Context: an optimization exercise on an open-source flow, tuned for small area, a short achievable clock period and few clock cycles per item. The choices shown serve that exercise and are no tape-out recipe.
No run shown here included a check of the RTL's function; only the layout flow was run.

==> design.v <==
module oa7_mulc (
    input  wire [31:0] xs,
    output wire [31:0] m
);
    wire t1 = ~xs[26] ^ ~xs[24];
    wire t2 = ~xs[26] & ~xs[24];
    wire t3 = ~xs[27] ^ ~xs[25] ^ xs[21];
    wire t4 = (~xs[27] & ~xs[25]) | (xs[21] & (~xs[27] ^ ~xs[25]));
    wire t5 = ~xs[28] ^ ~xs[26] ^ xs[22];
    wire t6 = (~xs[28] & ~xs[26]) | (xs[22] & (~xs[28] ^ ~xs[26]));
    wire t7 = ~xs[29] ^ ~xs[27] ^ xs[23];
    wire t8 = (~xs[29] & ~xs[27]) | (xs[23] & (~xs[29] ^ ~xs[27]));
    wire t9 = ~xs[30] ^ ~xs[28] ^ xs[24];
    wire t10 = (~xs[30] & ~xs[28]) | (xs[24] & (~xs[30] ^ ~xs[28]));
    wire t11 = ~xs[31] ^ ~xs[29] ^ xs[25];
    wire t12 = (~xs[31] & ~xs[29]) | (xs[25] & (~xs[31] ^ ~xs[29]));
    wire t13 = ~xs[15] ^ ~xs[13];
    wire t14 = ~xs[15] & ~xs[13];
    wire t15 = ~xs[16] ^ ~xs[14];
    wire t16 = ~xs[16] & ~xs[14];
    wire t17 = ~xs[17] ^ ~xs[15] ^ xs[11];
    wire t18 = (~xs[17] & ~xs[15]) | (xs[11] & (~xs[17] ^ ~xs[15]));
    wire t19 = ~xs[9] ^ xs[4];
    wire t20 = ~xs[9] & xs[4];
    wire t21 = ~xs[18] ^ ~xs[16] ^ xs[12];
    wire t22 = (~xs[18] & ~xs[16]) | (xs[12] & (~xs[18] ^ ~xs[16]));
    wire t23 = ~xs[10] ^ xs[5];
    wire t24 = ~xs[10] & xs[5];
    wire t25 = ~xs[19] ^ ~xs[17] ^ xs[13];
    wire t26 = (~xs[19] & ~xs[17]) | (xs[13] & (~xs[19] ^ ~xs[17]));
    wire t27 = ~xs[11] ^ xs[6];
    wire t28 = ~xs[11] & xs[6];
    wire t29 = ~xs[20] ^ ~xs[18] ^ xs[14];
    wire t30 = (~xs[20] & ~xs[18]) | (xs[14] & (~xs[20] ^ ~xs[18]));
    wire t31 = ~xs[12] ^ xs[7];
    wire t32 = ~xs[12] & xs[7];
    wire t33 = ~xs[21] ^ ~xs[19] ^ xs[15];
    wire t34 = (~xs[21] & ~xs[19]) | (xs[15] & (~xs[21] ^ ~xs[19]));
    wire t35 = ~xs[13] ^ xs[8] ^ ~xs[6];
    wire t36 = (~xs[13] & xs[8]) | (~xs[6] & (~xs[13] ^ xs[8]));
    wire t37 = ~xs[4] ^ ~xs[0];
    wire t38 = ~xs[4] & ~xs[0];
    wire t39 = ~xs[22] ^ ~xs[20] ^ xs[16];
    wire t40 = (~xs[22] & ~xs[20]) | (xs[16] & (~xs[22] ^ ~xs[20]));
    wire t41 = ~xs[14] ^ xs[9] ^ ~xs[7];
    wire t42 = (~xs[14] & xs[9]) | (~xs[7] & (~xs[14] ^ xs[9]));
    wire t43 = ~xs[5] ^ ~xs[1];
    wire t44 = ~xs[5] & ~xs[1];
    wire t45 = ~xs[23] ^ ~xs[21] ^ xs[17];
    wire t46 = (~xs[23] & ~xs[21]) | (xs[17] & (~xs[23] ^ ~xs[21]));
    wire t47 = ~xs[15] ^ xs[10] ^ ~xs[8];
    wire t48 = (~xs[15] & xs[10]) | (~xs[8] & (~xs[15] ^ xs[10]));
    wire t49 = ~xs[6] ^ ~xs[2] ^ xs[0];
    wire t50 = (~xs[6] & ~xs[2]) | (xs[0] & (~xs[6] ^ ~xs[2]));
    wire t51 = ~xs[24] ^ ~xs[22] ^ xs[18];
    wire t52 = (~xs[24] & ~xs[22]) | (xs[18] & (~xs[24] ^ ~xs[22]));
    wire t53 = ~xs[16] ^ xs[11] ^ ~xs[9];
    wire t54 = (~xs[16] & xs[11]) | (~xs[9] & (~xs[16] ^ xs[11]));
    wire t55 = ~xs[7] ^ ~xs[3] ^ xs[1];
    wire t56 = (~xs[7] & ~xs[3]) | (xs[1] & (~xs[7] ^ ~xs[3]));
    wire t57 = ~xs[25] ^ ~xs[23] ^ xs[19];
    wire t58 = (~xs[25] & ~xs[23]) | (xs[19] & (~xs[25] ^ ~xs[23]));
    wire t59 = ~xs[17] ^ xs[12] ^ ~xs[10];
    wire t60 = (~xs[17] & xs[12]) | (~xs[10] & (~xs[17] ^ xs[12]));
    wire t61 = ~xs[8] ^ ~xs[4] ^ xs[2];
    wire t62 = (~xs[8] & ~xs[4]) | (xs[2] & (~xs[8] ^ ~xs[4]));
    wire t63 = xs[20] ^ ~xs[18] ^ xs[13];
    wire t64 = (xs[20] & ~xs[18]) | (xs[13] & (xs[20] ^ ~xs[18]));
    wire t65 = ~xs[11] ^ ~xs[9] ^ ~xs[5];
    wire t66 = (~xs[11] & ~xs[9]) | (~xs[5] & (~xs[11] ^ ~xs[9]));
    wire t67 = xs[3] ^ xs[0] ^ t1;
    wire t68 = (xs[3] & xs[0]) | (t1 & (xs[3] ^ xs[0]));
    wire t69 = ~xs[19] ^ xs[14] ^ ~xs[12];
    wire t70 = (~xs[19] & xs[14]) | (~xs[12] & (~xs[19] ^ xs[14]));
    wire t71 = ~xs[10] ^ ~xs[6] ^ xs[4];
    wire t72 = (~xs[10] & ~xs[6]) | (xs[4] & (~xs[10] ^ ~xs[6]));
    wire t73 = xs[1] ^ t2 ^ t3;
    wire t74 = (xs[1] & t2) | (t3 & (xs[1] ^ t2));
    wire t75 = ~xs[20] ^ xs[15] ^ ~xs[13];
    wire t76 = (~xs[20] & xs[15]) | (~xs[13] & (~xs[20] ^ xs[15]));
    wire t77 = ~xs[11] ^ ~xs[7] ^ xs[5];
    wire t78 = (~xs[11] & ~xs[7]) | (xs[5] & (~xs[11] ^ ~xs[7]));
    wire t79 = xs[2] ^ t4 ^ t5;
    wire t80 = (xs[2] & t4) | (t5 & (xs[2] ^ t4));
    wire t81 = ~xs[21] ^ xs[16] ^ ~xs[14];
    wire t82 = (~xs[21] & xs[16]) | (~xs[14] & (~xs[21] ^ xs[16]));
    wire t83 = ~xs[12] ^ ~xs[8] ^ xs[6];
    wire t84 = (~xs[12] & ~xs[8]) | (xs[6] & (~xs[12] ^ ~xs[8]));
    wire t85 = xs[3] ^ t6 ^ t7;
    wire t86 = (xs[3] & t6) | (t7 & (xs[3] ^ t6));
    wire t87 = ~xs[22] ^ xs[17] ^ ~xs[15];
    wire t88 = (~xs[22] & xs[17]) | (~xs[15] & (~xs[22] ^ xs[17]));
    wire t89 = ~xs[13] ^ ~xs[9] ^ xs[7];
    wire t90 = (~xs[13] & ~xs[9]) | (xs[7] & (~xs[13] ^ ~xs[9]));
    wire t91 = xs[4] ^ t8 ^ t9;
    wire t92 = (xs[4] & t8) | (t9 & (xs[4] ^ t8));
    wire t93 = ~xs[23] ^ xs[18] ^ ~xs[16];
    wire t94 = (~xs[23] & xs[18]) | (~xs[16] & (~xs[23] ^ xs[18]));
    wire t95 = ~xs[14] ^ ~xs[10] ^ xs[8];
    wire t96 = (~xs[14] & ~xs[10]) | (xs[8] & (~xs[14] ^ ~xs[10]));
    wire t97 = xs[5] ^ t10 ^ t11;
    wire t98 = (xs[5] & t10) | (t11 & (xs[5] ^ t10));
    wire t99 = ~xs[8] ^ ~xs[6];
    wire t100 = ~xs[8] & ~xs[6];
    wire t101 = ~xs[9] ^ ~xs[7];
    wire t102 = ~xs[9] & ~xs[7];
    wire t103 = ~xs[10] ^ ~xs[8];
    wire t104 = ~xs[10] & ~xs[8];
    wire t105 = ~xs[11] ^ ~xs[9];
    wire t106 = ~xs[11] & ~xs[9];
    wire t107 = ~xs[12] ^ ~xs[10];
    wire t108 = ~xs[12] & ~xs[10];
    wire t109 = ~xs[13] ^ ~xs[11] ^ xs[7];
    wire t110 = (~xs[13] & ~xs[11]) | (xs[7] & (~xs[13] ^ ~xs[11]));
    wire t111 = ~xs[14] ^ ~xs[12] ^ xs[8];
    wire t112 = (~xs[14] & ~xs[12]) | (xs[8] & (~xs[14] ^ ~xs[12]));
    wire t113 = xs[9] ^ ~xs[7] ^ xs[2];
    wire t114 = (xs[9] & ~xs[7]) | (xs[2] & (xs[9] ^ ~xs[7]));
    wire t115 = ~xs[0] ^ 1'b1;
    wire t116 = ~xs[0] & 1'b1;
    wire t117 = xs[10] ^ ~xs[8] ^ xs[3];
    wire t118 = (xs[10] & ~xs[8]) | (xs[3] & (xs[10] ^ ~xs[8]));
    wire t119 = ~xs[1] ^ t14 ^ t15;
    wire t120 = (~xs[1] & t14) | (t15 & (~xs[1] ^ t14));
    wire t121 = ~xs[2] ^ ~xs[0] ^ 1'b1;
    wire t122 = (~xs[2] & ~xs[0]) | (1'b1 & (~xs[2] ^ ~xs[0]));
    wire t123 = t16 ^ t17 ^ t19;
    wire t124 = (t16 & t17) | (t19 & (t16 ^ t17));
    wire t125 = ~xs[3] ^ ~xs[1] ^ t18;
    wire t126 = (~xs[3] & ~xs[1]) | (t18 & (~xs[3] ^ ~xs[1]));
    wire t127 = t20 ^ t21 ^ t23;
    wire t128 = (t20 & t21) | (t23 & (t20 ^ t21));
    wire t129 = ~xs[4] ^ ~xs[2] ^ t22;
    wire t130 = (~xs[4] & ~xs[2]) | (t22 & (~xs[4] ^ ~xs[2]));
    wire t131 = t24 ^ t25 ^ t27;
    wire t132 = (t24 & t25) | (t27 & (t24 ^ t25));
    wire t133 = ~xs[5] ^ ~xs[3] ^ t26;
    wire t134 = (~xs[5] & ~xs[3]) | (t26 & (~xs[5] ^ ~xs[3]));
    wire t135 = t28 ^ t29 ^ t31;
    wire t136 = (t28 & t29) | (t31 & (t28 ^ t29));
    wire t137 = 1'b1 ^ t30 ^ t32;
    wire t138 = (1'b1 & t30) | (t32 & (1'b1 ^ t30));
    wire t139 = t33 ^ t35 ^ t37;
    wire t140 = (t33 & t35) | (t37 & (t33 ^ t35));
    wire t141 = t34 ^ t36 ^ t38;
    wire t142 = (t34 & t36) | (t38 & (t34 ^ t36));
    wire t143 = t39 ^ t41 ^ t43;
    wire t144 = (t39 & t41) | (t43 & (t39 ^ t41));
    wire t145 = t40 ^ t42 ^ t44;
    wire t146 = (t40 & t42) | (t44 & (t40 ^ t42));
    wire t147 = t45 ^ t47 ^ t49;
    wire t148 = (t45 & t47) | (t49 & (t45 ^ t47));
    wire t149 = t46 ^ t48 ^ t50;
    wire t150 = (t46 & t48) | (t50 & (t46 ^ t48));
    wire t151 = t51 ^ t53 ^ t55;
    wire t152 = (t51 & t53) | (t55 & (t51 ^ t53));
    wire t153 = t52 ^ t54 ^ t56;
    wire t154 = (t52 & t54) | (t56 & (t52 ^ t54));
    wire t155 = t57 ^ t59 ^ t61;
    wire t156 = (t57 & t59) | (t61 & (t57 ^ t59));
    wire t157 = t58 ^ t60 ^ t62;
    wire t158 = (t58 & t60) | (t62 & (t58 ^ t60));
    wire t159 = t63 ^ t65 ^ t67;
    wire t160 = (t63 & t65) | (t67 & (t63 ^ t65));
    wire t161 = t64 ^ t66 ^ t68;
    wire t162 = (t64 & t66) | (t68 & (t64 ^ t66));
    wire t163 = t69 ^ t71 ^ t73;
    wire t164 = (t69 & t71) | (t73 & (t69 ^ t71));
    wire t165 = t70 ^ t72 ^ t74;
    wire t166 = (t70 & t72) | (t74 & (t70 ^ t72));
    wire t167 = t75 ^ t77 ^ t79;
    wire t168 = (t75 & t77) | (t79 & (t75 ^ t77));
    wire t169 = t76 ^ t78 ^ t80;
    wire t170 = (t76 & t78) | (t80 & (t76 ^ t78));
    wire t171 = t81 ^ t83 ^ t85;
    wire t172 = (t81 & t83) | (t85 & (t81 ^ t83));
    wire t173 = t82 ^ t84 ^ t86;
    wire t174 = (t82 & t84) | (t86 & (t82 ^ t84));
    wire t175 = t87 ^ t89 ^ t91;
    wire t176 = (t87 & t89) | (t91 & (t87 ^ t89));
    wire t177 = t88 ^ t90 ^ t92;
    wire t178 = (t88 & t90) | (t92 & (t88 ^ t90));
    wire t179 = t93 ^ t95 ^ t97;
    wire t180 = (t93 & t95) | (t97 & (t93 ^ t95));
    wire t181 = xs[2] ^ ~xs[0];
    wire t182 = xs[2] & ~xs[0];
    wire t183 = xs[3] ^ ~xs[1] ^ t100;
    wire t184 = (xs[3] & ~xs[1]) | (t100 & (xs[3] ^ ~xs[1]));
    wire t185 = xs[4] ^ ~xs[2] ^ t102;
    wire t186 = (xs[4] & ~xs[2]) | (t102 & (xs[4] ^ ~xs[2]));
    wire t187 = xs[5] ^ ~xs[3] ^ t104;
    wire t188 = (xs[5] & ~xs[3]) | (t104 & (xs[5] ^ ~xs[3]));
    wire t189 = xs[6] ^ ~xs[4] ^ t106;
    wire t190 = (xs[6] & ~xs[4]) | (t106 & (xs[6] ^ ~xs[4]));
    wire t191 = ~xs[5] ^ xs[0] ^ t108;
    wire t192 = (~xs[5] & xs[0]) | (t108 & (~xs[5] ^ xs[0]));
    wire t193 = ~xs[6] ^ xs[1] ^ t110;
    wire t194 = (~xs[6] & xs[1]) | (t110 & (~xs[6] ^ xs[1]));
    wire t195 = t13 ^ t112 ^ t113;
    wire t196 = (t13 & t112) | (t113 & (t13 ^ t112));
    wire t197 = t114 ^ t116 ^ t117;
    wire t198 = (t114 & t116) | (t117 & (t114 ^ t116));
    wire t199 = t118 ^ t120 ^ t121;
    wire t200 = (t118 & t120) | (t121 & (t118 ^ t120));
    wire t201 = t122 ^ t124 ^ t125;
    wire t202 = (t122 & t124) | (t125 & (t122 ^ t124));
    wire t203 = t126 ^ t128 ^ t129;
    wire t204 = (t126 & t128) | (t129 & (t126 ^ t128));
    wire t205 = t130 ^ t132 ^ t133;
    wire t206 = (t130 & t132) | (t133 & (t130 ^ t132));
    wire t207 = t134 ^ t136 ^ t137;
    wire t208 = (t134 & t136) | (t137 & (t134 ^ t136));
    wire t209 = t138 ^ t140 ^ t141;
    wire t210 = (t138 & t140) | (t141 & (t138 ^ t140));
    wire t211 = t142 ^ t144 ^ t145;
    wire t212 = (t142 & t144) | (t145 & (t142 ^ t144));
    wire t213 = t146 ^ t148 ^ t149;
    wire t214 = (t146 & t148) | (t149 & (t146 ^ t148));
    wire t215 = t150 ^ t152 ^ t153;
    wire t216 = (t150 & t152) | (t153 & (t150 ^ t152));
    wire t217 = t154 ^ t156 ^ t157;
    wire t218 = (t154 & t156) | (t157 & (t154 ^ t156));
    wire t219 = t158 ^ t160 ^ t161;
    wire t220 = (t158 & t160) | (t161 & (t158 ^ t160));
    wire t221 = t162 ^ t164 ^ t165;
    wire t222 = (t162 & t164) | (t165 & (t162 ^ t164));
    wire t223 = t166 ^ t168 ^ t169;
    wire t224 = (t166 & t168) | (t169 & (t166 ^ t168));
    wire t225 = t170 ^ t172 ^ t173;
    wire t226 = (t170 & t172) | (t173 & (t170 ^ t172));
    wire t227 = t174 ^ t176 ^ t177;
    wire t228 = (t174 & t176) | (t177 & (t174 ^ t176));
    wire t229 = ~xs[2] ^ ~xs[0];
    wire t230 = ~xs[2] & ~xs[0];
    wire t231 = ~xs[3] ^ ~xs[1];
    wire t232 = ~xs[3] & ~xs[1];
    wire t233 = ~xs[4] ^ ~xs[2];
    wire t234 = ~xs[4] & ~xs[2];
    wire t235 = ~xs[5] ^ ~xs[3];
    wire t236 = ~xs[5] & ~xs[3];
    wire t237 = ~xs[6] ^ ~xs[4] ^ xs[0];
    wire t238 = (~xs[6] & ~xs[4]) | (xs[0] & (~xs[6] ^ ~xs[4]));
    wire t239 = ~xs[7] ^ ~xs[5] ^ xs[1];
    wire t240 = (~xs[7] & ~xs[5]) | (xs[1] & (~xs[7] ^ ~xs[5]));
    wire t241 = 1'b1 ^ t99 ^ t181;
    wire t242 = (1'b1 & t99) | (t181 & (1'b1 ^ t99));
    wire t243 = t101 ^ t182 ^ t183;
    wire t244 = (t101 & t182) | (t183 & (t101 ^ t182));
    wire t245 = t103 ^ t184 ^ t185;
    wire t246 = (t103 & t184) | (t185 & (t103 ^ t184));
    wire t247 = t105 ^ t186 ^ t187;
    wire t248 = (t105 & t186) | (t187 & (t105 ^ t186));
    wire t249 = t107 ^ t188 ^ t189;
    wire t250 = (t107 & t188) | (t189 & (t107 ^ t188));
    wire t251 = t109 ^ t190 ^ t191;
    wire t252 = (t109 & t190) | (t191 & (t109 ^ t190));
    wire t253 = t111 ^ t192 ^ t193;
    wire t254 = (t111 & t192) | (t193 & (t111 ^ t192));
    wire t255 = t115 ^ t194 ^ t195;
    wire t256 = (t115 & t194) | (t195 & (t115 ^ t194));
    wire t257 = t119 ^ t196 ^ t197;
    wire t258 = (t119 & t196) | (t197 & (t119 ^ t196));
    wire t259 = t123 ^ t198 ^ t199;
    wire t260 = (t123 & t198) | (t199 & (t123 ^ t198));
    wire t261 = t127 ^ t200 ^ t201;
    wire t262 = (t127 & t200) | (t201 & (t127 ^ t200));
    wire t263 = t131 ^ t202 ^ t203;
    wire t264 = (t131 & t202) | (t203 & (t131 ^ t202));
    wire t265 = t135 ^ t204 ^ t205;
    wire t266 = (t135 & t204) | (t205 & (t135 ^ t204));
    wire t267 = t139 ^ t206 ^ t207;
    wire t268 = (t139 & t206) | (t207 & (t139 ^ t206));
    wire t269 = t143 ^ t208 ^ t209;
    wire t270 = (t143 & t208) | (t209 & (t143 ^ t208));
    wire t271 = t147 ^ t210 ^ t211;
    wire t272 = (t147 & t210) | (t211 & (t147 ^ t210));
    wire t273 = t151 ^ t212 ^ t213;
    wire t274 = (t151 & t212) | (t213 & (t151 ^ t212));
    wire t275 = t155 ^ t214 ^ t215;
    wire t276 = (t155 & t214) | (t215 & (t155 ^ t214));
    wire t277 = t159 ^ t216 ^ t217;
    wire t278 = (t159 & t216) | (t217 & (t159 ^ t216));
    wire t279 = t163 ^ t218 ^ t219;
    wire t280 = (t163 & t218) | (t219 & (t163 ^ t218));
    wire t281 = t167 ^ t220 ^ t221;
    wire t282 = (t167 & t220) | (t221 & (t167 ^ t220));
    wire t283 = t171 ^ t222 ^ t223;
    wire t284 = (t171 & t222) | (t223 & (t171 ^ t222));
    wire t285 = t175 ^ t224 ^ t225;
    wire t286 = (t175 & t224) | (t225 & (t175 ^ t224));
    wire t287 = t179 ^ t226 ^ t227;
    wire t288 = (t179 & t226) | (t227 & (t179 ^ t226));
    wire [31:0] ra = {t286, t284, t282, t280, t278, t276, t274, t272, t270, t268, t266, t264, t262, t260, t258, t256, t254, t252, t250, t248, t246, t244, t242, t240, t238, t236, t234, t232, t230, 1'b1, ~xs[1], ~xs[0]};
    wire [31:0] rb = {t287, t285, t283, t281, t279, t277, t275, t273, t271, t269, t267, t265, t263, t261, t259, t257, t255, t253, t251, t249, t247, t245, t243, t241, t239, t237, t235, t233, t231, t229, 1'b0, 1'b1};
    wire [31:0] c;
    oa7_carry_sk u_c (.a(ra), .b(rb), .ci(1'b0), .c(c));
    assign m = ra ^ rb ^ c;
endmodule
module oa7_carry_sk (
    input  wire [31:0] a,
    input  wire [31:0] b,
    input  wire        ci,
    output wire [31:0] c
);
    wire g0_0 = (a[0] & b[0]) | ((a[0] ^ b[0]) & ci);
    wire p0_0 = a[0] ^ b[0];
    wire g0_1 = a[1] & b[1];
    wire p0_1 = a[1] ^ b[1];
    wire g0_2 = a[2] & b[2];
    wire p0_2 = a[2] ^ b[2];
    wire g0_3 = a[3] & b[3];
    wire p0_3 = a[3] ^ b[3];
    wire g0_4 = a[4] & b[4];
    wire p0_4 = a[4] ^ b[4];
    wire g0_5 = a[5] & b[5];
    wire p0_5 = a[5] ^ b[5];
    wire g0_6 = a[6] & b[6];
    wire p0_6 = a[6] ^ b[6];
    wire g0_7 = a[7] & b[7];
    wire p0_7 = a[7] ^ b[7];
    wire g0_8 = a[8] & b[8];
    wire p0_8 = a[8] ^ b[8];
    wire g0_9 = a[9] & b[9];
    wire p0_9 = a[9] ^ b[9];
    wire g0_10 = a[10] & b[10];
    wire p0_10 = a[10] ^ b[10];
    wire g0_11 = a[11] & b[11];
    wire p0_11 = a[11] ^ b[11];
    wire g0_12 = a[12] & b[12];
    wire p0_12 = a[12] ^ b[12];
    wire g0_13 = a[13] & b[13];
    wire p0_13 = a[13] ^ b[13];
    wire g0_14 = a[14] & b[14];
    wire p0_14 = a[14] ^ b[14];
    wire g0_15 = a[15] & b[15];
    wire p0_15 = a[15] ^ b[15];
    wire g0_16 = a[16] & b[16];
    wire p0_16 = a[16] ^ b[16];
    wire g0_17 = a[17] & b[17];
    wire p0_17 = a[17] ^ b[17];
    wire g0_18 = a[18] & b[18];
    wire p0_18 = a[18] ^ b[18];
    wire g0_19 = a[19] & b[19];
    wire p0_19 = a[19] ^ b[19];
    wire g0_20 = a[20] & b[20];
    wire p0_20 = a[20] ^ b[20];
    wire g0_21 = a[21] & b[21];
    wire p0_21 = a[21] ^ b[21];
    wire g0_22 = a[22] & b[22];
    wire p0_22 = a[22] ^ b[22];
    wire g0_23 = a[23] & b[23];
    wire p0_23 = a[23] ^ b[23];
    wire g0_24 = a[24] & b[24];
    wire p0_24 = a[24] ^ b[24];
    wire g0_25 = a[25] & b[25];
    wire p0_25 = a[25] ^ b[25];
    wire g0_26 = a[26] & b[26];
    wire p0_26 = a[26] ^ b[26];
    wire g0_27 = a[27] & b[27];
    wire p0_27 = a[27] ^ b[27];
    wire g0_28 = a[28] & b[28];
    wire p0_28 = a[28] ^ b[28];
    wire g0_29 = a[29] & b[29];
    wire p0_29 = a[29] ^ b[29];
    wire g0_30 = a[30] & b[30];
    wire p0_30 = a[30] ^ b[30];
    wire g0_31 = a[31] & b[31];
    wire p0_31 = a[31] ^ b[31];
    wire g1_1 = g0_1 | (p0_1 & g0_0);
    wire g2_3 = g0_3 | (p0_3 & g0_2);
    wire p2_3 = p0_3 & p0_2;
    wire g3_5 = g0_5 | (p0_5 & g0_4);
    wire p3_5 = p0_5 & p0_4;
    wire g4_7 = g0_7 | (p0_7 & g0_6);
    wire p4_7 = p0_7 & p0_6;
    wire g5_9 = g0_9 | (p0_9 & g0_8);
    wire p5_9 = p0_9 & p0_8;
    wire g6_11 = g0_11 | (p0_11 & g0_10);
    wire p6_11 = p0_11 & p0_10;
    wire g7_13 = g0_13 | (p0_13 & g0_12);
    wire p7_13 = p0_13 & p0_12;
    wire g8_15 = g0_15 | (p0_15 & g0_14);
    wire p8_15 = p0_15 & p0_14;
    wire g9_17 = g0_17 | (p0_17 & g0_16);
    wire p9_17 = p0_17 & p0_16;
    wire g10_19 = g0_19 | (p0_19 & g0_18);
    wire p10_19 = p0_19 & p0_18;
    wire g11_21 = g0_21 | (p0_21 & g0_20);
    wire p11_21 = p0_21 & p0_20;
    wire g12_23 = g0_23 | (p0_23 & g0_22);
    wire p12_23 = p0_23 & p0_22;
    wire g13_25 = g0_25 | (p0_25 & g0_24);
    wire p13_25 = p0_25 & p0_24;
    wire g14_27 = g0_27 | (p0_27 & g0_26);
    wire p14_27 = p0_27 & p0_26;
    wire g15_29 = g0_29 | (p0_29 & g0_28);
    wire p15_29 = p0_29 & p0_28;
    wire g16_31 = g0_31 | (p0_31 & g0_30);
    wire p16_31 = p0_31 & p0_30;
    wire g17_2 = g0_2 | (p0_2 & g1_1);
    wire g18_3 = g2_3 | (p2_3 & g1_1);
    wire g19_6 = g0_6 | (p0_6 & g3_5);
    wire p19_6 = p0_6 & p3_5;
    wire g20_7 = g4_7 | (p4_7 & g3_5);
    wire p20_7 = p4_7 & p3_5;
    wire g21_10 = g0_10 | (p0_10 & g5_9);
    wire p21_10 = p0_10 & p5_9;
    wire g22_11 = g6_11 | (p6_11 & g5_9);
    wire p22_11 = p6_11 & p5_9;
    wire g23_14 = g0_14 | (p0_14 & g7_13);
    wire p23_14 = p0_14 & p7_13;
    wire g24_15 = g8_15 | (p8_15 & g7_13);
    wire p24_15 = p8_15 & p7_13;
    wire g25_18 = g0_18 | (p0_18 & g9_17);
    wire p25_18 = p0_18 & p9_17;
    wire g26_19 = g10_19 | (p10_19 & g9_17);
    wire p26_19 = p10_19 & p9_17;
    wire g27_22 = g0_22 | (p0_22 & g11_21);
    wire p27_22 = p0_22 & p11_21;
    wire g28_23 = g12_23 | (p12_23 & g11_21);
    wire p28_23 = p12_23 & p11_21;
    wire g29_26 = g0_26 | (p0_26 & g13_25);
    wire p29_26 = p0_26 & p13_25;
    wire g30_27 = g14_27 | (p14_27 & g13_25);
    wire p30_27 = p14_27 & p13_25;
    wire g31_30 = g0_30 | (p0_30 & g15_29);
    wire p31_30 = p0_30 & p15_29;
    wire g32_31 = g16_31 | (p16_31 & g15_29);
    wire p32_31 = p16_31 & p15_29;
    wire g33_4 = g0_4 | (p0_4 & g18_3);
    wire g34_5 = g3_5 | (p3_5 & g18_3);
    wire g35_6 = g19_6 | (p19_6 & g18_3);
    wire g36_7 = g20_7 | (p20_7 & g18_3);
    wire g37_12 = g0_12 | (p0_12 & g22_11);
    wire p37_12 = p0_12 & p22_11;
    wire g38_13 = g7_13 | (p7_13 & g22_11);
    wire p38_13 = p7_13 & p22_11;
    wire g39_14 = g23_14 | (p23_14 & g22_11);
    wire p39_14 = p23_14 & p22_11;
    wire g40_15 = g24_15 | (p24_15 & g22_11);
    wire p40_15 = p24_15 & p22_11;
    wire g41_20 = g0_20 | (p0_20 & g26_19);
    wire p41_20 = p0_20 & p26_19;
    wire g42_21 = g11_21 | (p11_21 & g26_19);
    wire p42_21 = p11_21 & p26_19;
    wire g43_22 = g27_22 | (p27_22 & g26_19);
    wire p43_22 = p27_22 & p26_19;
    wire g44_23 = g28_23 | (p28_23 & g26_19);
    wire p44_23 = p28_23 & p26_19;
    wire g45_28 = g0_28 | (p0_28 & g30_27);
    wire p45_28 = p0_28 & p30_27;
    wire g46_29 = g15_29 | (p15_29 & g30_27);
    wire p46_29 = p15_29 & p30_27;
    wire g47_30 = g31_30 | (p31_30 & g30_27);
    wire p47_30 = p31_30 & p30_27;
    wire g48_31 = g32_31 | (p32_31 & g30_27);
    wire p48_31 = p32_31 & p30_27;
    wire g49_8 = g0_8 | (p0_8 & g36_7);
    wire g50_9 = g5_9 | (p5_9 & g36_7);
    wire g51_10 = g21_10 | (p21_10 & g36_7);
    wire g52_11 = g22_11 | (p22_11 & g36_7);
    wire g53_12 = g37_12 | (p37_12 & g36_7);
    wire g54_13 = g38_13 | (p38_13 & g36_7);
    wire g55_14 = g39_14 | (p39_14 & g36_7);
    wire g56_15 = g40_15 | (p40_15 & g36_7);
    wire g57_24 = g0_24 | (p0_24 & g44_23);
    wire p57_24 = p0_24 & p44_23;
    wire g58_25 = g13_25 | (p13_25 & g44_23);
    wire p58_25 = p13_25 & p44_23;
    wire g59_26 = g29_26 | (p29_26 & g44_23);
    wire p59_26 = p29_26 & p44_23;
    wire g60_27 = g30_27 | (p30_27 & g44_23);
    wire p60_27 = p30_27 & p44_23;
    wire g61_28 = g45_28 | (p45_28 & g44_23);
    wire p61_28 = p45_28 & p44_23;
    wire g62_29 = g46_29 | (p46_29 & g44_23);
    wire p62_29 = p46_29 & p44_23;
    wire g63_30 = g47_30 | (p47_30 & g44_23);
    wire p63_30 = p47_30 & p44_23;
    wire g64_31 = g48_31 | (p48_31 & g44_23);
    wire p64_31 = p48_31 & p44_23;
    wire g65_16 = g0_16 | (p0_16 & g56_15);
    wire g66_17 = g9_17 | (p9_17 & g56_15);
    wire g67_18 = g25_18 | (p25_18 & g56_15);
    wire g68_19 = g26_19 | (p26_19 & g56_15);
    wire g69_20 = g41_20 | (p41_20 & g56_15);
    wire g70_21 = g42_21 | (p42_21 & g56_15);
    wire g71_22 = g43_22 | (p43_22 & g56_15);
    wire g72_23 = g44_23 | (p44_23 & g56_15);
    wire g73_24 = g57_24 | (p57_24 & g56_15);
    wire g74_25 = g58_25 | (p58_25 & g56_15);
    wire g75_26 = g59_26 | (p59_26 & g56_15);
    wire g76_27 = g60_27 | (p60_27 & g56_15);
    wire g77_28 = g61_28 | (p61_28 & g56_15);
    wire g78_29 = g62_29 | (p62_29 & g56_15);
    wire g79_30 = g63_30 | (p63_30 & g56_15);
    wire g80_31 = g64_31 | (p64_31 & g56_15);
    assign c = {g79_30, g78_29, g77_28, g76_27, g75_26, g74_25, g73_24, g72_23, g71_22, g70_21, g69_20, g68_19, g67_18, g66_17, g65_16, g56_15, g55_14, g54_13, g53_12, g52_11, g51_10, g50_9, g49_8, g36_7, g35_6, g34_5, g33_4, g18_3, g17_2, g1_1, g0_0, ci};
endmodule
module oa7_keymix (
    input  wire [31:0] epoch,
    input  wire [31:0] addr,
    output wire [31:0] mixs
);
    wire [31:0] mix = (epoch >> 6) ^ addr ^ (epoch[23] ? 32'h44444444 : 32'h0);
    assign mixs = mix ^ (mix >> 16);
endmodule
module oa7_keysel (
    input  wire [31:0] mixs,
    input  wire [1:0]  i,
    output wire [31:0] xs
);
    assign xs = mixs ^ {{4{2'b00, i}}, 16'h0000};
endmodule
module oa7_carry #(
    parameter W = 32
) (
    input  wire [W-1:0] a,
    input  wire [W-1:0] b,
    input  wire         ci,
    output wire [W-1:0] c
);
    localparam L = (W > 16) ? 5 : (W > 8) ? 4 : (W > 4) ? 3 : (W > 2) ? 2 : 1;
    wire [W-1:0] g [0:L];
    wire [W-1:0] p [0:L];
    assign g[0] = (a & b) | {{(W-1){1'b0}}, (a[0] ^ b[0]) & ci};
    assign p[0] = a ^ b;
    genvar l, i;
    generate
        for (l = 0; l < L; l = l + 1) begin : g_lvl
            for (i = 0; i < W; i = i + 1) begin : g_bit
                if (i >= (1 << l)) begin : g_op
                    assign g[l+1][i] = g[l][i] | (p[l][i] & g[l][i - (1 << l)]);
                    assign p[l+1][i] = p[l][i] & p[l][i - (1 << l)];
                end else begin : g_pass
                    assign g[l+1][i] = g[l][i];
                    assign p[l+1][i] = p[l][i];
                end
            end
        end
    endgenerate
    assign c = {g[L][W-2:0], ci};
endmodule
module oa7_add #(
    parameter W = 32
) (
    input  wire [W-1:0] a,
    input  wire [W-1:0] b,
    input  wire         ci,
    output wire [W-1:0] s
);
    wire [W-1:0] c;
    oa7_carry #(.W(W)) u_c (.a(a), .b(b), .ci(ci), .c(c));
    assign s = a ^ b ^ c;
endmodule
module oa7_crypt (
    input  wire         clk,
    input  wire         rst,
    input  wire         start,
    input  wire         op_dec,
    input  wire         op_derive,
    input  wire [127:0] key_in,
    input  wire [31:0]  epoch,
    input  wire [31:0]  key_addr,
    input  wire [159:0] data_in,
    output wire         ready,
    output reg          done,
    output wire [159:0] data_out,
    output wire [127:0] key_out
);
    localparam [31:0] KEY_XOR = 32'h87B562F4;
    reg         busy;      
    reg         run;       
    reg         dec;       
    reg  [7:0]  dd;        
    reg  [2:0]  kc;        
    reg  [2:0]  p;         
    reg  [5:0]  jh;        
    reg  [1:0]  kidx;      
    reg  [31:0] r0, r1, r2, r3, r4;
    reg  [31:0] k0, k1, k2, k3;
    reg  [31:0] mixr;      
    reg  [31:0] m1r;       
    assign ready    = ~busy;
    assign data_out = {r4, r3, r2, r1, r0};
    assign key_out  = {k3, k2, k1, k0};
    reg  [1:0]  w1;        
    reg  [1:0]  w2;        
    wire [31:0] mix_in, xk, m1, m2;
    oa7_keymix u_mix (.epoch(epoch), .addr(key_addr), .mixs(mix_in));
    oa7_keysel u_sel (.mixs(mixr), .i(w1), .xs(xk));
    oa7_mulc   u_m1  (.xs(xk),  .m(m1));
    oa7_mulc   u_m2  (.xs(m1r), .m(m2));
    wire [31:0] kder = m2 ^ (m2 >> 16) ^ KEY_XOR;
    wire        kwr  = (kc >= 3'd2);
    function [31:0] sum_of;
        input [5:0] h;
        sum_of = ({32{h[0]}} & 32'h9E3779B9) | ({32{h[1]}} & 32'h3C6EF372)
               | ({32{h[2]}} & 32'hDAA66D2B) | ({32{h[3]}} & 32'h78DDE6E4)
               | ({32{h[4]}} & 32'h1715609D) | ({32{h[5]}} & 32'hB54CDA56);
    endfunction
    function [1:0] kidx_of;
        input       d;
        input [2:0] pp;
        input [5:0] j;
        reg   [31:0] s;
        begin
            s = sum_of(j);
            kidx_of = (d ? 2'd0 - pp[1:0] : pp[1:0]) ^ s[3:2];
        end
    endfunction
    wire [31:0] sum = sum_of(jh);
    wire       last_p     = (p == 3'd4);
    wire       last_round = dec ? jh[0] : jh[5];
    wire [2:0] p_n        = last_p ? 3'd0 : p + 3'd1;
    wire [5:0] jh_n       = !last_p ? jh : dec ? {1'b0, jh[5:1]} : {jh[4:0], 1'b0};
    reg  [31:0] kw;
    wire [1:0]  kidx_nx = run ? kidx_of(dec, p_n, jh_n) : kidx;
    reg  [31:0] kw_nx;
    always @(*) begin
        if (kwr && w2 == kidx_nx)
            kw_nx = kder;
        else case (kidx_nx)
            2'd0: kw_nx = k0;
            2'd1: kw_nx = k1;
            2'd2: kw_nx = k2;
            default: kw_nx = k3;
        endcase
    end
    wire [31:0] ddir = {{4{dd[7]}}, {4{dd[6]}}, {4{dd[5]}}, {4{dd[4]}},
                        {4{dd[3]}}, {4{dd[2]}}, {4{dd[1]}}, {4{dd[0]}}};
    wire [31:0] vp = (ddir & r4) | (~ddir & r0);
    wire [31:0] y  = (ddir & r0) | (~ddir & r1);
    wire [31:0] z  = (ddir & r3) | (~ddir & r4);
    wire [31:0] sa, sb;
    oa7_add #(.W(32)) u_a (.a((z >> 5) ^ (y << 2)), .b((y >> 3) ^ (z << 4)), .ci(1'b0), .s(sa));
    oa7_add #(.W(32)) u_b (.a(sum ^ y), .b(kw ^ z), .ci(1'b0), .s(sb));
    wire [31:0] mx = sa ^ sb;
    wire [31:0] vc;
    oa7_carry #(.W(32)) u_v (.a(vp ^ ddir), .b(mx), .ci(1'b0), .c(vc));
    wire [31:0] vn = vp ^ mx ^ vc;
    always @(posedge clk) begin
        if (rst) begin
            busy <= 1'b0;
            run  <= 1'b0;
            kc   <= 3'd0;
            done <= 1'b0;
        end else begin
            done <= 1'b0;
            if (!busy) begin
                if (start) begin
                    busy <= 1'b1;
                    run  <= ~op_derive;
                    kc   <= op_derive ? 3'd1 : 3'd0;
                end
            end else begin
                if (kc != 3'd0)
                    kc <= (kc == 3'd5) ? 3'd0 : kc + 3'd1;
                if (kc == 3'd2)
                    run <= 1'b1;
                if (run && last_p && last_round) begin
                    run  <= 1'b0;
                    busy <= 1'b0;
                    done <= 1'b1;
                end
            end
        end
    end
    always @(posedge clk) begin
        m1r <= m1 ^ (m1 >> 16);
        w1  <= busy ? w1 + 2'd1 : (op_dec ? 2'd1 : 2'd2);
        w2  <= w1;
        if (!busy) begin
            dec  <= op_dec;
            dd   <= start ? {8{~op_derive & op_dec}} : data_in[7:0];
            p    <= 3'd0;
            jh   <= op_dec ? 6'b100000 : 6'b000001;
            kidx <= op_dec ? 2'd1 : 2'd2;
            kw   <= op_dec ? key_in[63:32] : key_in[95:64];
            mixr <= mix_in;
            {r4, r3, r2, r1, r0} <= data_in;
            {k3, k2, k1, k0}     <= key_in;
        end else begin
            if (kc == 3'd1)
                dd <= 8'hFF;
            else if (kc == 3'd2)
                dd <= {8{dec}};
            if (kwr) begin
                case (w2)
                    2'd0: k0 <= kder;
                    2'd1: k1 <= kder;
                    2'd2: k2 <= kder;
                    default: k3 <= kder;
                endcase
            end
            if (run) begin
                p    <= p_n;
                jh   <= jh_n;
                kidx <= kidx_nx;
            end
            kw <= kw_nx;
            r0 <= (ddir & vn) | (~ddir & r1);
            r1 <= (ddir & r0) | (~ddir & r2);
            r2 <= (ddir & r1) | (~ddir & r3);
            r3 <= (ddir & r2) | (~ddir & r4);
            r4 <= (ddir & r3) | (~ddir & vn);
        end
    end
endmodule
==> flow/run.sh <==
#!/bin/bash
set -euo pipefail
export SETUP_SLACK_MARGIN=8
export BUFFER_PORTS_ARGS="-buffer_cell sky130_fd_sc_hd__buf_1"
bash standard.sh > standard_flow.log 2>&1
==> standard.sh <==
#!/bin/bash
# synth_recipe.tcl (not shown) runs the flow's synth.tcl, then flattens the netlist and writes it again
# the make line also repeats each setting of config.mk as NAME=value (left out here)
make -C /OpenROAD-flow-scripts/flow DESIGN_CONFIG=/design/flow/config.mk WORK_HOME=/design/flow/orfs CLKGATE_MAP_FILE= SYNTH_SCRIPT=/design/flow/synth_recipe.tcl "${@:-finish}"
==> config.mk <==
export PLATFORM = sky130hd
export DESIGN_NAME = oa7_crypt
export DESIGN_NICKNAME = oa7_crypt
export VERILOG_FILES = /design/flow/design.v
export SDC_FILE = /design/flow/constraint.sdc
export NUM_CORES = 4
export LEC_CHECK = 0
export CAP_MARGIN = 20
export CORE_MARGIN = 2
export CORE_UTILIZATION = 60
export SLEW_MARGIN = 20
==> constraint.sdc <==
create_clock -name core_clock -period 15.0 [get_ports {clk}]
set_input_delay 3.0000 -clock core_clock [delete_from_list [all_inputs] [get_ports {clk}]]
set_output_delay 3.0000 -clock core_clock [all_outputs]
set_load 0.01 [all_outputs]
==> metrics.yaml, run 1 <==
syn_area_um2: 34570
synthAdderAreaFrac_pct: 20.72
cp.required_ns: 15.51
grt_max_degree: 106
place_congestion: 0.9758
dieHeight_um: 244.0
ctsHoldBuffers: 0
status: "complete, no violations"
avgSynthCellArea_um2: 9.419
place_area_um2: 37550
netlist_top_cells_count: "398 x inv_1, 340 x a21oi_1, 266 x xnor2_1"
num_rows: 87
async_reset_ff_share_pct: 0
grt_pass1_wl_um: 160500
fp.dieW_um: 244.0
dp_cells: 4937
hold_class: "flip-flop to flip-flop"
netlist_instances: 3670
vias: 28876
synth_nets: 4459
grt_overflow_total: 0
worstMarginPinSlew_ns: 1.078
dp_hpwl_um: 83990
clockBufferDepth: 3
maxSlewHeadroom_pct: 28.10
skew_ns: 0.03644
ant_nets: 0
drt_drc_violations_left: 0
fmax_mhz: 149.2
io_pins: 647
yosys.area.top_type: "edfxtp_1"
drt_iter0_drc: 2041
clockRootBuffer: "clkbuf_16"
fin_util_pct: 69.11
slew_viol_final: 0
synth_cell_types: 97
holdWs_ns: 0.5211
cts_tree: "built"
ys_seq_area_share_pct: 29.10
synth_top_family_by_area: "adder cells"
vias_per_cell: 5.738
drt_wl_total_um: 105600
synth_simple_gate_area_share_pct: 9.606
rr_startpoint: "dd[2]"
stdcell_count: 5032
drv_cap: 0
drive_gt1_share_pct: 4.918
grt_setup_unrepaired: "false"
cts.clk_slew.worst_paths_ns: 0.06
worstSkewPairLatency_ns: 0.62
track_usage_pct: 34.83
post-route-period-util_pct: 44.68
max_stage_delay_ns: 0.63
synth-edff-count: 177
grt_pass1_vias: 27884
port_buffers: 640
cts_max_level: 2
design_area_um2: 39190
finalCriticalPeriod_ns: 6.702
worstHoldStart: "r3[26]"
slowest_stage: "a21oi_1"
wire_per_inst_um: 20.99
die-area_um2: 59550
start_kind: "flip-flop"
firstDrtPassIters: 5
crit_buf_inv: 1
cp-startpoint: "dd[2]"
synthXorXnorAreaFrac_pct: 11.64
fillCellCount: 4745
synth_most_common_cell: "inv_1"
core_um2: 56710
synth_flop_cell: "dfxtp_1"
nNetsFinal: 5020
synth.top_cell.area_share_pct: 15.38
ys_warn_count: 2
syn2layout_area_growth_pct: 13.38
cts_made_buffers: 47
path_class: "flip-flop to flip-flop"
arrival_ns: 7.21
fin_ws_ns: 8.298
muxShareOfSynthArea_pct: 5.299
place_ws_ns: 7.851
netlist_top_cells_area: "edfxtp_1 15%, dfxtp_1 14%, fa_1 14%"
antenna_found_initial: 9
finalSetupTns_ns: 0
critPathTopFamily: "compound AO/OA/AOI/OAI gates"
cp-end-kind: "flip-flop"
synth_compound_area_share_pct: 17.36
cp_max_fo: 43
synth-seq-cells: 414
finalHoldViolations: 0
worstPathCellList: "buf_4 > nor2b_1 > a21oi_1 > xor2_1 > ha_1 > a21o_1 > o211ai_1 > a21oi_1 > a311oi_2 > o31ai_2 > a221oi_2 > xnor2_1 > ha_1 > a2111oi_0 > o221ai_1 > o211ai_1 > nand2_1 > or3_1 > o21ai_4 > mux2i_1 > or3_1 > mux2i_1 > a221o_1"
start_util_pct: 60.95
clock_sinks: 414
finalSetupViolations: 0
timing repair:
item	4_1_cts	5_1_grt
resized for setup	1	18
endpoints found under the hold margin	0	0
pin swaps	0	1
buffers inserted	0	1
endpoints found under the setup margin	9	13
cell type report:
| cell class | instances | area [um^2] | share of cell area, % |
|---|---|---|---|
| Clock buffer | 63 | 1313 | 3.349 |
| Sequential cell | 414 | 10060 | 25.68 |
| Clock inverter | 25 | 234.0 | 0.5970 |
| Multi-Input combinational cell | 2696 | 22470 | 57.32 |
| Antenna cell | 6 | 15.01 | 0.03831 |
| Timing Repair Buffer | 671 | 2648 | 6.755 |
| Inverter | 401 | 1508 | 3.847 |
| Tap cell | 756 | 945.9 | 2.413 |
cells in the final DEF, fill, tap and decap left out, types with 20 or more instances in the layout:
cell and n:
nand3_1 41, nor2b_1 60, buf_1 639, a211oi_1 60, edfxtp_1 177, a31oi_1 28, nor3_1 20, a311oi_1 23
o21ai_1 23, clkbuf_16 49, nand2_1 248, xnor2_1 266, a21o_1 87, buf_4 28, fa_1 234, nor2_1 223
o21bai_1 24, mux2i_1 153, xor2_1 161, inv_1 397, dfxtp_1 236, o21ai_0 135, ha_1 198, o21a_1 60
mux2_2 21, and2_0 21, a21oi_1 329
state kept, by name, indices dropped and copies added, names as in the netlist, 6 cells and up:
| signal | count |
|---|---|
| k0 | 32 |
| k1 | 32 |
| k2 | 32 |
| k3 | 32 |
| kw | 32 |
| m1r | 32 |
| mixr | 32 |
| r0 | 32 |
| r1 | 32 |
| r2 | 32 |
| r3 | 32 |
| r4 | 32 |
| dd | 8 |
| jh | 6 |
path summary, 6_finish.rpt:
| check | to | slack (ns) | cells past startpoint |
|---|---|---|---|
| worst max-delay path | r0[30] | 8.30 | 23 |
| worst min-delay path | r4[26] | 0.52 | 2 |
| worst max register to register | r0[30] | 8.30 | 23 |
| worst min register to register | r4[26] | 0.52 | 2 |
routing by layer:
layer / global-route usage (%) / part of all wire [%] / up-vias / routed length [um]
met3: 6.091 / 7.3 / 232 / 7680
met1: 45.85 / 41 / 13907 / 43310
met4: 11.53 / 3.7 / 6 / 3874
li1: - / - / 13731 / -
met2: 58.28 / 48 / 1000 / 50730
met5: 0 / 0.041 / - / 43
logic make-up (layout without fill, tap and decap cells):
| group | after synthesis | after routing |
|---|---|---|
| buf+inv | 560 | 1160 |
| other cells | 0 | 6 |
| fa+ha+maj | 432 | 432 |
| mux | 179 | 179 |
| simple gates | 720 | 720 |
| xor+xnor | 441 | 441 |
| compound gates | 924 | 924 |
| flops | 414 | 414 |
worst min-delay path: stages, from the launching register on:
cell     delay (ns)
dfxtp_1        0.34
nand2_1        0.07
a31oi_1        0.07
==> run 2: changes to the inputs <==
--- a/design.v
+++ b/design.v
@@ -513,33 +513,4 @@
     assign xs = mixs ^ {{4{2'b00, i}}, 16'h0000};
 endmodule
-module oa7_carry #(
-    parameter W = 32
-) (
-    input  wire [W-1:0] a,
-    input  wire [W-1:0] b,
-    input  wire         ci,
-    output wire [W-1:0] c
-);
-    localparam L = (W > 16) ? 5 : (W > 8) ? 4 : (W > 4) ? 3 : (W > 2) ? 2 : 1;
-    wire [W-1:0] g [0:L];
-    wire [W-1:0] p [0:L];
-    assign g[0] = (a & b) | {{(W-1){1'b0}}, (a[0] ^ b[0]) & ci};
-    assign p[0] = a ^ b;
-    genvar l, i;
-    generate
-        for (l = 0; l < L; l = l + 1) begin : g_lvl
-            for (i = 0; i < W; i = i + 1) begin : g_bit
-                if (i >= (1 << l)) begin : g_op
-                    assign g[l+1][i] = g[l][i] | (p[l][i] & g[l][i - (1 << l)]);
-                    assign p[l+1][i] = p[l][i] & p[l][i - (1 << l)];
-                end else begin : g_pass
-                    assign g[l+1][i] = g[l][i];
-                    assign p[l+1][i] = p[l][i];
-                end
-            end
-        end
-    endgenerate
-    assign c = {g[L][W-2:0], ci};
-endmodule
 module oa7_add #(
     parameter W = 32
@@ -551,5 +522,5 @@
 );
     wire [W-1:0] c;
-    oa7_carry #(.W(W)) u_c (.a(a), .b(b), .ci(ci), .c(c));
+    oa7_carry_sk u_c (.a(a), .b(b), .ci(ci), .c(c));
     assign s = a ^ b ^ c;
 endmodule
@@ -638,5 +609,5 @@
     wire [31:0] mx = sa ^ sb;
     wire [31:0] vc;
-    oa7_carry #(.W(32)) u_v (.a(vp ^ ddir), .b(mx), .ci(1'b0), .c(vc));
+    oa7_carry_sk u_v (.a(vp ^ ddir), .b(mx), .ci(1'b0), .c(vc));
     wire [31:0] vn = vp ^ mx ^ vc;
     always @(posedge clk) begin
==> flow/run.sh (replaced) <==
#!/bin/bash
set -euo pipefail
export SETUP_SLACK_MARGIN=9
export BUFFER_PORTS_ARGS="-buffer_cell sky130_fd_sc_hd__buf_1"
bash standard.sh > standard_flow.log 2>&1
--- a/config.mk
+++ b/config.mk
@@ -8,4 +8,4 @@
 export CAP_MARGIN = 20
 export CORE_MARGIN = 2
-export CORE_UTILIZATION = 60
+export CORE_UTILIZATION = 70
 export SLEW_MARGIN = 20
==> metrics.yaml, run 2 <==
hold_class: "flip-flop to flip-flop"
worstMarginPinSlew_ns: 1.048
start_util_pct: 70.77
finalSetupViolations: 0
num_rows: 80
start_kind: "flip-flop"
clockBufferDepth: 3
path_class: "flip-flop to flip-flop"
async_reset_ff_share_pct: 0
mostFrequentLayoutCells: "639 x buf_1, 410 x inv_1, 281 x a21oi_1"
design_area_um2: 39610
drive_gt1_share_pct: 8.809
synthAdderAreaFrac_pct: 21.69
drt_wl_total_um: 116000
netlist_instances: 3493
muxShareOfSynthArea_pct: 5.503
grt_max_degree: 216
synth_nets: 4288
finalSetupTns_ns: 0
holdPathStages: 1
synth_compound_area_share_pct: 15.85
drv_cap: 0
fin_util_pct: 83.31
core_um2: 47550
avgSynthCellArea_um2: 9.633
ys_warn_count: 1
synth-seq-cells: 414
cp.required_ns: 15.56
arrival_ns: 6.64
cts_max_level: 2
cp-end-kind: "flip-flop"
io_pins: 647
rr_startpoint: "dd[2]"
slew_viol_final: 0
grt_pass1_wl_um: 169400
synth_flop_cell: "dfxtp_1"
die-area_um2: 49840
cp_max_fo: 24
netlist_top_cells_area: "edfxtp_1 16%, fa_1 14%, dfxtp_1 14%"
syn2layout_area_growth_pct: 17.71
cts.clk_slew.worst_paths_ns: 0.06
worstHoldStart: "w1[1]"
place_congestion: 0.9895
finalCriticalPeriod_ns: 6.080
grt_pass1_vias: 30004
synth_most_common_cell: "inv_1"
track_usage_pct: 44.63
worstSkewPairLatency_ns: 0.63
synth.top_cell.area_share_pct: 15.80
nNetsFinal: 4925
r2r_cells: 25
netlist_top_cells_count: "414 x inv_1, 325 x a21oi_1, 264 x xnor2_1"
r2r_setup_slack_ns: 8.92
dieHeight_um: 223.3
syn_area_um2: 33650
port_buffers: 640
synth_simple_gate_area_share_pct: 8.842
wire_per_inst_um: 24.25
synth_cell_types: 85
fillCellCount: 2790
clock_sinks: 414
firstDrtPassIters: 8
finalHoldViolations: 0
synthXorXnorAreaFrac_pct: 11.80
antenna_found_initial: 10
grt_overflow_total: 0
drt_iter0_drc: 3427
vias: 30491
synth-edff-count: 177
grt_setup_unrepaired: "true"
fp.dieW_um: 223.3
drt_drc_violations_left: 0
place_area_um2: 36520
skew_ns: 0.04558
post-route-period-util_pct: 40.53
final_common_cell: "buf_1"
clockRootBuffer: "clkbuf_16"
dp_hpwl_um: 84830
yosys.area.top_type: "edfxtp_1"
maxSlewHeadroom_pct: 30.12
synth_top_family_by_area: "adder cells"
vias_per_cell: 6.372
cts_tree: "built"
status: "complete, no violations"
hold_end: "w2[1]"
ys_seq_area_share_pct: 29.90
fmax_mhz: 164.5
cts_made_buffers: 45
rr_endpoint: "r4[29]"
ant_nets: 0
[run 2: changes by cell type in the layout (fill, tap and decap cells not counted), sizes merged, moves of 16 or more]
| cell | previous run | this run |
|---|---|---|
| a211oi | 63 | 46 |
| a21oi | 346 | 326 |
| buf | 670 | 729 |
| nand2 | 248 | 196 |
| nor2 | 224 | 195 |
| o21a | 60 | 76 |
| xor2 | 163 | 146 |
[run 2: cell type report]
class                   count  area, um^2  area share (%)
diodes                      4       10.01         0.02527
clock buffers              74        1431           3.614
repair buffers            735        3324           8.393
multi-input cells        2520       22320           56.35
well taps                 615       769.5           1.943
clock inverters             9       116.4          0.2938
flip-flops and latches    414       10070           25.43
inverters                 414        1564           3.948
[run 2: logic make-up after synthesis]
family | count (synthesis)
AO/OA/AOI/OAI | 842
AND/OR/NAND/NOR | 634
buffers and inverters | 559
adder cells (fa/ha/maj) | 438
XOR/XNOR | 427
flip-flops | 414
multiplexers | 179
[run 2: layer usage]
layer / GRT usage (%) / part of all wire (%)
met1: 54.31 / 35
met2: 72.00 / 46
met3: 11.83 / 12
met4: 25.98 / 6.9
met5: 0 / 0.044
[run 2: how the worst max path moves through the flow]
stage / start / end / depth (start not counted)
after detailed placement: jh[4] / r4[29] / 25
after floorplan: dd[0] / r0[29] / 28
after global placement: dd[1] / r0[29] / 24
after global routing: jh[2] / r0[31] / 24
final: dd[2] / r4[29] / 25
after CTS: dd[0] / r4[31] / 29
[run 2: worst max-delay path, cell delays in order (launching register included)]
cell and delay, ns:
edfxtp_1 0.44, buf_12 0.25, nor2b_1 0.10, a21oi_2 0.35, xor2_1 0.13, ha_1 0.35
o211ai_1 0.12, o211ai_1 0.38, a211oi_2 0.12, buf_4 0.18, o31a_1 0.30, o21ai_2 0.23
a21oi_1 0.11, xnor3_2 0.43, ha_1 0.34, nand3_2 0.08, or3_4 0.36, a2111oi_4 0.31
o2111ai_2 0.22, a21boi_2 0.26, buf_6 0.15, nor2_2 0.05, o211ai_1 0.35, buf_4 0.18
o211ai_1 0.09, nand3_1 0.12
[run 2: metrics by stage]
| stage | setup WS [ns] | hold slack [ns] | instances |
|---|---|---|---|
| CTS | 8.979 | 0.5260 | 4750 |
| global placement | 8.187 | 0.5006 | 4631 |
| floorplan | 9.170 | 0.3258 | 3493 |
| finish | 8.920 | 0.5259 | 4785 |
| global route | 8.660 | 0.5441 | 4783 |
| detailed placement | 7.980 | 0.5199 | 4631 |
[run 2: repair_timing]
item,4_1_cts,5_1_grt
cloned,5,0
gates resized for setup,114,92
pin swaps,29,40
endpoints found under the setup margin,78,73
setup buffers,31,31
hold buffers,0,0
==> run 3: changes to the inputs <==
--- a/design.v
+++ b/design.v
@@ -513,4 +513,33 @@
     assign xs = mixs ^ {{4{2'b00, i}}, 16'h0000};
 endmodule
+module oa7_carry #(
+    parameter W = 32
+) (
+    input  wire [W-1:0] a,
+    input  wire [W-1:0] b,
+    input  wire         ci,
+    output wire [W-1:0] c
+);
+    localparam L = (W > 16) ? 5 : (W > 8) ? 4 : (W > 4) ? 3 : (W > 2) ? 2 : 1;
+    wire [W-1:0] g [0:L];
+    wire [W-1:0] p [0:L];
+    assign g[0] = (a & b) | {{(W-1){1'b0}}, (a[0] ^ b[0]) & ci};
+    assign p[0] = a ^ b;
+    genvar l, i;
+    generate
+        for (l = 0; l < L; l = l + 1) begin : g_lvl
+            for (i = 0; i < W; i = i + 1) begin : g_bit
+                if (i >= (1 << l)) begin : g_op
+                    assign g[l+1][i] = g[l][i] | (p[l][i] & g[l][i - (1 << l)]);
+                    assign p[l+1][i] = p[l][i] & p[l][i - (1 << l)];
+                end else begin : g_pass
+                    assign g[l+1][i] = g[l][i];
+                    assign p[l+1][i] = p[l][i];
+                end
+            end
+        end
+    endgenerate
+    assign c = {g[L][W-2:0], ci};
+endmodule
 module oa7_add #(
     parameter W = 32
@@ -522,5 +551,5 @@
 );
     wire [W-1:0] c;
-    oa7_carry_sk u_c (.a(a), .b(b), .ci(ci), .c(c));
+    oa7_carry #(.W(W)) u_c (.a(a), .b(b), .ci(ci), .c(c));
     assign s = a ^ b ^ c;
 endmodule
@@ -548,5 +577,5 @@
     reg  [2:0]  p;         
     reg  [5:0]  jh;        
-    reg  [1:0]  kidx;      
+    reg  [7:0]  kq;        
     reg  [31:0] r0, r1, r2, r3, r4;
     reg  [31:0] k0, k1, k2, k3;
@@ -587,15 +616,13 @@
     wire [5:0] jh_n       = !last_p ? jh : dec ? {1'b0, jh[5:1]} : {jh[4:0], 1'b0};
     reg  [31:0] kw;
-    wire [1:0]  kidx_nx = run ? kidx_of(dec, p_n, jh_n) : kidx;
-    reg  [31:0] kw_nx;
+    integer g;
     always @(*) begin
-        if (kwr && w2 == kidx_nx)
-            kw_nx = kder;
-        else case (kidx_nx)
-            2'd0: kw_nx = k0;
-            2'd1: kw_nx = k1;
-            2'd2: kw_nx = k2;
-            default: kw_nx = k3;
-        endcase
+        for (g = 0; g < 4; g = g + 1)
+            case (kq[2*g +: 2])
+                2'd0: kw[8*g +: 8] = k0[8*g +: 8];
+                2'd1: kw[8*g +: 8] = k1[8*g +: 8];
+                2'd2: kw[8*g +: 8] = k2[8*g +: 8];
+                default: kw[8*g +: 8] = k3[8*g +: 8];
+            endcase
     end
     wire [31:0] ddir = {{4{dd[7]}}, {4{dd[6]}}, {4{dd[5]}}, {4{dd[4]}},
@@ -609,5 +636,5 @@
     wire [31:0] mx = sa ^ sb;
     wire [31:0] vc;
-    oa7_carry_sk u_v (.a(vp ^ ddir), .b(mx), .ci(1'b0), .c(vc));
+    oa7_carry #(.W(32)) u_v (.a(vp ^ ddir), .b(mx), .ci(1'b0), .c(vc));
     wire [31:0] vn = vp ^ mx ^ vc;
     always @(posedge clk) begin
@@ -647,6 +674,5 @@
             p    <= 3'd0;
             jh   <= op_dec ? 6'b100000 : 6'b000001;
-            kidx <= op_dec ? 2'd1 : 2'd2;
-            kw   <= op_dec ? key_in[63:32] : key_in[95:64];
+            kq   <= start ? {4{op_dec ? 2'd1 : 2'd2}} : data_in[15:8];
             mixr <= mix_in;
             {r4, r3, r2, r1, r0} <= data_in;
@@ -668,7 +694,6 @@
                 p    <= p_n;
                 jh   <= jh_n;
-                kidx <= kidx_nx;
+                kq   <= {4{kidx_of(dec, p_n, jh_n)}};
             end
-            kw <= kw_nx;
             r0 <= (ddir & vn) | (~ddir & r1);
             r1 <= (ddir & r0) | (~ddir & r2);
==> flow/run.sh (replaced) <==
#!/bin/bash
set -euo pipefail
export SETUP_SLACK_MARGIN=9.5
export BUFFER_PORTS_ARGS="-buffer_cell sky130_fd_sc_hd__buf_1"
bash standard.sh > standard_flow.log 2>&1
--- a/config.mk
+++ b/config.mk
@@ -8,4 +8,4 @@
 export CAP_MARGIN = 20
 export CORE_MARGIN = 2
-export CORE_UTILIZATION = 70
+export CORE_UTILIZATION = 60
 export SLEW_MARGIN = 20
==> metrics.yaml, run 3 <==
finalCriticalPeriod_ns: 5.936
slew_viol_final: 0
slowest_stage: "mux4_2"
ys_seq_area_share_pct: 29.65
finalSetupTns_ns: 0
grt_max_degree: 212
synth-seq-cells: 388
crit_buf_inv: 5
wire_per_inst_um: 22.29
synth_nets: 4134
final_common_cell: "buf_1"
finalHoldViolations: 0
holdWs_ns: 0.4732
met1_usage_pct: 47.84
grt_overflow_total: 0
firstDrtPassIters: 5
critPathTopFamily: "compound AO/OA/AOI/OAI gates"
ant_nets: 0
dp_hpwl_um: 83080
netlist_top_cells_count: "430 x inv_1, 321 x a21oi_1, 270 x xnor2_1"
finalSetupViolations: 0
arrival_ns: 6.42
cts_tree: "built"
use_met2_pct: 62.38
io_pins: 647
synth_flop_cell: "dfxtp_1"
port_buffers: 640
use_met3_pct: 5.898
max_stage_delay_ns: 0.52
path_class: "flip-flop to flip-flop"
synth_most_common_cell: "inv_1"
drt_drc_violations_left: 0
status: "complete, no violations"
hold_class: "flip-flop to flip-flop"
drt_wl_total_um: 106400
dieHeight_um: 236.3
cp_max_fo: 6
top_usage_layer: "met2"
num_rows: 85
clockRootBuffer: "clkbuf_16"
fmax_mhz: 168.5
grt_setup_unrepaired: "true"
syn2layout_area_growth_pct: 20.32
clockBufferDepth: 3
netlist_top_cells_area: "edfxtp_1 17%, fa_1 14%, dfxtp_1 13%"
avgSynthCellArea_um2: 9.678
antenna_found_initial: 6
cp-end-kind: "flip-flop"
yosys.area.top_type: "edfxtp_1"
grt_pass1_wl_um: 158600
drt_iter0_drc: 2213
cts.clk_slew.worst_paths_ns: 0.06
post-route-period-util_pct: 39.58
cp.required_ns: 15.48
place_congestion: 0.9937
cts_max_level: 2
ctsHoldBuffers: 0
crit_path_frequent_cell: "buf_12"
place_ws_ns: 7.792
start_util_pct: 60.40
die-area_um2: 55830
fin_ws_ns: 9.064
track_usage_pct: 37.08
cts_made_buffers: 43
start_kind: "flip-flop"
mostFrequentLayoutCells: "640 x buf_1, 417 x inv_1, 275 x a21oi_1"
skew_ns: 0.01661
netlist_instances: 3345
fillCellCount: 4020
async_reset_ff_share_pct: 0
grt_pass1_vias: 27636
core_um2: 53600
vias: 27913
drv_cap: 0
synth_cell_types: 73
ys_warn_count: 2
synth-edff-count: 183
fp.dieW_um: 236.3
drive_gt1_share_pct: 10.81
nNetsFinal: 4827
clock_sinks: 388
maxSlewHeadroom_pct: 31.38
worstMarginPinSlew_ns: 1.029
synth.top_cell.area_share_pct: 16.97
vias_per_cell: 5.847
worstSkewPairLatency_ns: 0.60
syn_area_um2: 32370
## run 3: cell types whose count changed after synthesis, moves of 21 or more
cell | previous run | this run
nand2_1 | 196 | 142
o21ai_0 | 145 | 187
o21a_1 | 76 | 39
dfxtp_1 | 237 | 205
mux4_2 | 2 | 32
mux2i_1 | 158 | 137
## run 3: cell families after synthesis
logic type	after synthesis	share of synthesized area, %
DFF	388	29.65
buffers and inverters	553	6.466
xor gates and xnor gates	436	12.14
AOI/OAI and AO/OA	791	14.64
adders and majority gates	432	22.12
and+or+nand+nor	560	7.966
muxes	185	7.019
## run 3: cell type report
| type | instances | area, um^2 | share of cell area, % |
|---|---|---|---|
| multi-input cells | 2404 | 21830 | 56.03 |
| flip-flops and latches | 388 | 9630 | 24.72 |
| repair buffers | 771 | 3588 | 9.213 |
| inverters | 430 | 1649 | 4.234 |
| clock buffers | 67 | 1280 | 3.286 |
| well taps | 696 | 870.8 | 2.236 |
| clock inverters | 11 | 88.84 | 0.2281 |
| diodes | 7 | 17.52 | 0.04497 |
## run 3: per-stage QoR
step                      cell area (um^2)  std cells  util [%]
after detailed placement             35400       4579     66.04
final                                38950       4774     72.67
after floorplan                      32380       3345         -
after global placement               35400       4579     66.04
after CTS                            37750       4693     70.42
after global routing                 38950       4772     72.66
## run 3: per-layer routing
layer / up-vias / routed length [um]
li1: 12747 / -
met1: 13698 / 41790
met2: 1243 / 51530
met3: 225 / 8580
met4: 0 / 4521
met5: - / 0
## run 3: path summary, 6_finish.rpt
check | from | to | slack [ns] | cells after the start
min | w1[1] | w2[1] | 0.47 | 0
min reg2reg | w1[1] | w2[1] | 0.47 | 0
max reg2reg | kq[0] | r4[29] | 9.06 | 27
max | kq[0] | r4[29] | 9.06 | 27
## run 3: timing repair
| action | 4_1_cts | 5_1_grt |
|---|---|---|
| hold endpoints to repair | 0 | 0 |
| setup endpoints to repair | 85 | 85 |
| gates cloned | 0 | 2 |
| pin swaps | 44 | 63 |
| setup buffers | 36 | 72 |
| resized for setup | 130 | 135 |

separate check: timing with driven ports:
No port has a modelled driver above. Below, the same layouts with a new extraction and two added sets of constraints.
Step 1 (the two cells are an assumption about what drives the block):
set clk [get_ports {clk}]
set_driving_cell -lib_cell sky130_fd_sc_hd__clkbuf_16 $clk
set_driving_cell -lib_cell sky130_fd_sc_hd__buf_2 [delete_from_list [all_inputs] $clk]
Step 2 moves the port delays by t, midway between the first and last clock arrival at a register: inputs arrive t later, outputs are due t later. That takes back most of the time a late clock gives input paths.
a / b / c = ideal / step 1 / step 2; a / b = the first two.
run | t, ns | slack for setup (ns) | hold slack, ns
run 1 | 0.667 | 8.298 / 8.298 / 8.298 | 0.521 / 0.521 / 0.521
run 2 | 0.666 | 8.920 / 8.920 / 8.920 | 0.526 / 0.526 / 0.526
run 3 | 0.651 | 9.064 / 9.064 / 9.064 | 0.473 / 0.473 / 0.473
After both steps every run listed still meets setup and hold.
